This design comes from an exercise in tuning for small area, a short achievable clock period and few clock cycles on the open sky130 flow, not from production work. Where RTL was checked, it was by simulation tests only, not by an equivalence proof against the original. Power and IR drop assume default switching activity.

== the previous run ==
// bitrat_enc
module bitrat_enc (
    input  wire        clk,
    input  wire        rst,         
    input  wire        start,
    input  wire        prev_bit,
    input  wire [12:0] len,         
    output reg  [11:0] in_addr,
    input  wire [7:0]  in_data,
    output reg         out_we,
    output reg  [12:0] out_addr,
    output reg  [7:0]  out_data,
    output reg         busy,
    output reg         done,
    output reg  [7:0]  cmask,
    output reg  [3:0]  maskw,
    output wire [12:0] count,
    output wire        last
);
    localparam [2:0] S_IDLE = 3'd0,
                     S_B2   = 3'd1,   
                     S_B1   = 3'd2,   
                     S_RUN  = 3'd3,   
                     S_GW   = 3'd4,   
                     S_PW   = 3'd5,   
                     S_SW   = 3'd6,   
                     S_RB   = 3'd7;   
    reg [2:0]  st;
    reg [11:0] lm1;       
    reg [11:0] icur;      
    reg        lastb;     
    reg        fullp;     
    reg [7:0]  d;
    reg        d00, dff;  
    reg        mbit;      
    reg        mode;      
    reg [12:0] ocur;      
    reg [12:0] gpos, ppos, spos;
    reg        p_act, s_act;      
    reg [7:0]  gmask, pmask, smask;
    reg [5:0]  ln;        
    reg [12:0] ocur_b;    
    reg        p_act_b, s_act_b, mbit_b;
    assign count = ocur;
    assign last  = mbit;
    wire grp_start  = (icur[2:0] == 3'd0);
    wire blk_start  = (icur[4:0] == 5'd0);
    wire pair_start = (icur[5:0] == 6'd0);
    wire sec_start  = (icur[8:0] == 9'd0);
    wire grp_end    = (icur[2:0] == 3'd7) || lastb;
    wire blk_end    = fullp && (icur[4:0] == 5'd31);
    wire pair_end   = (icur[5:0] == 6'd63) || lastb;
    wire sec_end    = (icur[8:0] == 9'h1FF) || lastb;
    wire esc_mode   = mode && fullp;
  ...
export LEC_CHECK = 0
export ABC_CLOCK_PERIOD_IN_PS = 2000
export CAP_MARGIN = 20
export CORE_MARGIN = 2
export CORE_UTILIZATION = 40
export SETUP_SLACK_MARGIN = 2.5
export SLEW_MARGIN = 20
create_clock -name core_clock -period 5.0 [get_ports {clk}]
run.sh (not shown) runs the stock make flow with config.mk's settings and CLKGATE_MAP_FILE= SYNTH_SCRIPT=/design/flow/synth_recipe.tcl, a recipe that flattens the netlist after the stock synthesis.
The previous run has completed all stages; timing, DRC and antenna checks passed.
diff inputs: the previous run => the current run
- SETUP_SLACK_MARGIN: 2.5 -> 2.2
- ABC_CLOCK_PERIOD_IN_PS: 2000 -> 2500
--- outcome ---
- The higher fraction of layout instances using a drive strength above 1 of the current run and the previous run is in the previous run.
- Total net switching power in the current run vs the previous run: down about 4.5%
- Going from the previous run to the current run, the setup slack at placement was found to have gone down by 0.17 ns.
- Compared with the previous run, in the current run number of standard cells in the layout, taps in and fillers out saw a decrease; overall routed net length saw a decrease; worst setup slack saw a decrease.
- Across both runs, cell area was lower for the current run than for the previous run.
- The met1 usage number comes out higher for the previous run vs the current run.
- Relative to the previous run, first-pass GRT wire length decreased by about 8% in the current run.
Function was not checked in any run of this note: the RTL went through the layout flow alone.

---

bitrat_enc, a different RTL version from the one above (not shown whole).
Size in the first run: about 1,100 cells after synthesis, about 190 flip-flops, about 87 I/O pins, roughly 10,000 um^2 of cells after synthesis.
==> flow/design.v (excerpt) <==
module bitrat_enc (
    input  wire        clk,
    input  wire        rst,         
    input  wire        start,
    input  wire        prev_bit,
    input  wire [12:0] len,         
    output reg  [11:0] in_addr,
    input  wire [7:0]  in_data,
    output reg         out_we,
    output reg  [12:0] out_addr,
    output reg  [7:0]  out_data,
    output reg         busy,
    output reg         done,
    output reg  [7:0]  cmask,
    output reg  [3:0]  maskw,
    output wire [12:0] count,
    output wire        last
);
export LEC_CHECK = 0
export CAP_MARGIN = 20
export CORE_MARGIN = 2
export CORE_UTILIZATION = 70
export SETUP_SLACK_MARGIN = 2.9
export SLEW_MARGIN = 20
export BUFFER_PORTS_ARGS = -buffer_cell sky130_fd_sc_hd__buf_1
create_clock -name core_clock -period 5.0 [get_ports {clk}]
standard.sh (not shown) runs the stock make flow with config.mk's settings and CLKGATE_MAP_FILE= SYNTH_SCRIPT=/design/flow/synth_recipe.tcl, a recipe that flattens the netlist after the stock synthesis.
==> flow/flow/run.sh <==
#!/bin/bash
# Standard layout, with two changes: the port buffers are made from the
# smallest buffer (buf_1) instead of the default choice (repair may still
# resize them), and adders are left to ABC instead of being mapped to
# ripple chains of half/full adder cells before it.
set -euo pipefail
echo 'export BUFFER_PORTS_ARGS = -buffer_cell sky130_fd_sc_hd__buf_1' >> config.mk
echo 'export ADDER_MAP_FILE =' >> config.mk
bash standard.sh finish > standard.log 2>&1
The starting point passed the timing, design-rule and antenna checks.
Testbench counts at the start, summed over its fixed seeds: cycles 340,437.
Rerun with:
==> flow/flow/run.sh (replaced) <==
#!/bin/bash
# Standard layout, with the port buffers made from the smallest buffer
# (buf_1) instead of the default choice; repair may still resize them.
set -euo pipefail
echo 'export BUFFER_PORTS_ARGS = -buffer_cell sky130_fd_sc_hd__buf_1' >> config.mk
bash standard.sh finish > standard.log 2>&1
Settings changed: SETUP_SLACK_MARGIN 2.9 to 2.5.
Result: The changed run went through all stages and came out clean. Critical path depth decreases by 6. Power falls by 14%. Synthesized cell count fell by 2.9%. First-iteration DRC count decreases by 62%. Worst hold slack degrades by 0.032 ns.
Rerun with:
==> flow/run.sh (new file) <==
#!/bin/bash
# synth_recipe.tcl (not shown) runs the flow's synth.tcl, then flattens the netlist and writes it again
# the make line also repeats each setting of config.mk as NAME=value (left out here)
make -C /OpenROAD-flow-scripts/flow DESIGN_CONFIG=/design/flow/config.mk WORK_HOME=/design/flow/orfs CLKGATE_MAP_FILE= SYNTH_SCRIPT=/design/flow/synth_recipe.tcl finish
Settings changed: ABC_CLOCK_PERIOD_IN_PS set to 2000, BUFFER_PORTS_ARGS -buffer_cell sky130_fd_sc_hd__buf_1 to not set, CORE_UTILIZATION 70 to 40, SETUP_SLACK_MARGIN 2.5 to 3.0.
removed: flow/flow/run.sh
removed: flow/standard.sh
=> Setup slack is better by 0.21 ns; wire length is higher by a quarter to a third; via count increases by a little under a tenth; cell area grows by a quarter to a third; first-iteration DRC count came out lower by about a fifth; count of clock-buffer cells in the layout is lower by 1.
Rerun with:
==> flow/flow/run.sh (new file) <==
#!/bin/bash
# Standard layout, with two changes: the port buffers are made from the
# smallest buffer (buf_1) instead of the default choice (repair may still
# resize them), and adders are left to ABC instead of being mapped to
# ripple chains of half/full adder cells before it.
set -euo pipefail
echo 'export BUFFER_PORTS_ARGS = -buffer_cell sky130_fd_sc_hd__buf_1' >> config.mk
echo 'export ADDER_MAP_FILE =' >> config.mk
bash standard.sh finish > standard.log 2>&1
==> flow/standard.sh (new file) <==
#!/bin/bash
# synth_recipe.tcl (not shown) runs the flow's synth.tcl, then flattens the netlist and writes it again
# the make line also repeats each setting of config.mk as NAME=value (left out here)
make -C /OpenROAD-flow-scripts/flow DESIGN_CONFIG=/design/flow/config.mk WORK_HOME=/design/flow/orfs CLKGATE_MAP_FILE= SYNTH_SCRIPT=/design/flow/synth_recipe.tcl "${@:-finish}"
Settings changed: ABC_CLOCK_PERIOD_IN_PS 2000 to not set, BUFFER_PORTS_ARGS set to -buffer_cell sky130_fd_sc_hd__buf_1, CORE_UTILIZATION 40 to 70, SETUP_SLACK_MARGIN 3.0 to 2.7.
removed: flow/run.sh
- clock power is lower by about 6%
- setup slack got worse by 0.064 ns
- non-clock buffer count is lower by 107
Rerun with:
==> flow/run.sh (new file) <==
#!/bin/bash
# synth_recipe.tcl (not shown) runs the flow's synth.tcl, then flattens the netlist and writes it again
# the make line also repeats each setting of config.mk as NAME=value (left out here)
make -C /OpenROAD-flow-scripts/flow DESIGN_CONFIG=/design/flow/config.mk WORK_HOME=/design/flow/orfs CLKGATE_MAP_FILE= SYNTH_SCRIPT=/design/flow/synth_recipe.tcl finish
Settings changed: ABC_CLOCK_PERIOD_IN_PS set to 2000, BUFFER_PORTS_ARGS -buffer_cell sky130_fd_sc_hd__buf_1 to not set, CORE_UTILIZATION 70 to 40.
removed: flow/flow/run.sh
removed: flow/standard.sh
The new run finished with timing, DRC and antenna clean.
Clock-buffer cell count decreases by 1.
Routed wire length goes up by 4.0%.
Global-route usage goes down by 15 points.
Power went up by 3.8%.
First-iteration DRC count shrinks by 44%.

---

== v6 ==
bitrat_enc, a different RTL version from the one above (not shown whole).
Size in the first run: ~1000 cells after synthesis, roughly 190 flip-flops, about 87 I/O pins, ~10000 um^2 of cells after synthesis.
==> flow/design.v (excerpt) <==
module bitrat_enc (
    input  wire        clk,
    input  wire        rst,         
    input  wire        start,
    input  wire        prev_bit,
    input  wire [12:0] len,         
    output reg  [11:0] in_addr,
    input  wire [7:0]  in_data,
    output reg         out_we,
    output reg  [12:0] out_addr,
    output reg  [7:0]  out_data,
    output reg         busy,
    output reg         done,
    output reg  [7:0]  cmask,
    output reg  [3:0]  maskw,
    output wire [12:0] count,
    output wire        last
);
Settings: LEC_CHECK=0, ABC_CLOCK_PERIOD_IN_PS=2000, CAP_MARGIN=20, CORE_MARGIN=2, CORE_UTILIZATION=40, SETUP_SLACK_MARGIN=2.2, SLEW_MARGIN=20; clock period 5.0 ns.
run.sh (not shown) runs the stock make flow with config.mk's settings and CLKGATE_MAP_FILE= SYNTH_SCRIPT=/design/flow/synth_recipe.tcl, a recipe that flattens the netlist after the stock synthesis.
Stock flow here: none of the scripts above is used.
v6: no failed stages, no open violations at the end
Testbench counts of v6, summed over its fixed seeds: cycles 340,412.
> inputs changed (v6 -> v7)
# v6
export LEC_CHECK = 0
export ABC_CLOCK_PERIOD_IN_PS = 2000
export CAP_MARGIN = 20
export CORE_MARGIN = 2
export CORE_UTILIZATION = 40
export SETUP_SLACK_MARGIN = 2.2
export SLEW_MARGIN = 20
create_clock -name core_clock -period 5.0 [get_ports {clk}]
# v7
export LEC_CHECK = 0
export ABC_CLOCK_PERIOD_IN_PS = 2000
export CAP_MARGIN = 20
export CORE_MARGIN = 2
export CORE_UTILIZATION = 40
export SETUP_SLACK_MARGIN = 1.6
export SLEW_MARGIN = 20
create_clock -name core_clock -period 5.0 [get_ports {clk}]
## What came out
v7 ends up with lower combined area of the multi-input logic cells than v6 does.
Lower minimum clock period goes to v6 over v7.
Relative to v6, clock power share has gone up in v7.
Taking v6 as the reference, in v7 utilization lower; clock power higher.
Compared with v6, non-clock buffer count in v7 decreased by more than 10%.
Summary — power of the combinational group, v7 relative to v6: lower, by 8.9%.
Looking at v7 and v6, the area of placed instances is a wash.

-- afterwards: timing with drivers on the ports --
Ports are ideal in the flow. The routed layouts listed here were re-timed in OpenROAD. Step 1: set_driving_cell puts a clkbuf_16 on clk and a buf_2 on each other input, an assumption about the parent block. Step 2 also shifts input and output timing later by t, the mid clock arrival at the registers, as if the neighbouring blocks saw the same clock. Slacks: no drivers / after step 1 / after step 2; pairs: no drivers / after step 1.
run | t, ns | setup WS [ns] | worst setup path after step 2 | latest minus earliest clock arrival (ns) | cell pins on the clock port's net
the previous run | 0.502 | 2.043 / 2.043 / 1.846 | input to register | 0.018 / 0.018 | 1
the current run | 0.498 | 1.961 / 1.961 / 1.794 | input to register | 0.016 / 0.015 | 1
the first run of note 2 | 0.500 | 2.326 / 2.326 / 2.152 | input to register | 0.018 / 0.018 | 1
the second run of note 2 | 0.480 | 2.479 / 2.479 / 2.291 | input to register | 0.009 / 0.010 | 1
the third run of note 2 | 0.481 | 2.686 / 2.686 / 2.544 | input to register | 0.016 / 0.015 | 1
the fourth run of note 2 | 0.491 | 2.623 / 2.623 / 2.360 | input to register | 0.009 / 0.009 | 1
the fifth run of note 2 | 0.480 | 2.673 / 2.674 / 2.194 | input to register | 0.012 / 0.012 | 1
v6 | 0.486 | 2.230 / 2.210 / 1.821 | input to register | 0.012 / 0.011 | 1
v7 | 0.484 | 1.784 / 1.784 / 1.695 | input to register | 0.017 / 0.017 | 1
After both steps every run listed still meets setup and hold. For the fifth run of note 2, which loses most, drivers alone change the setup slack by +0.001 ns; drivers and shift together by -0.479 ns.
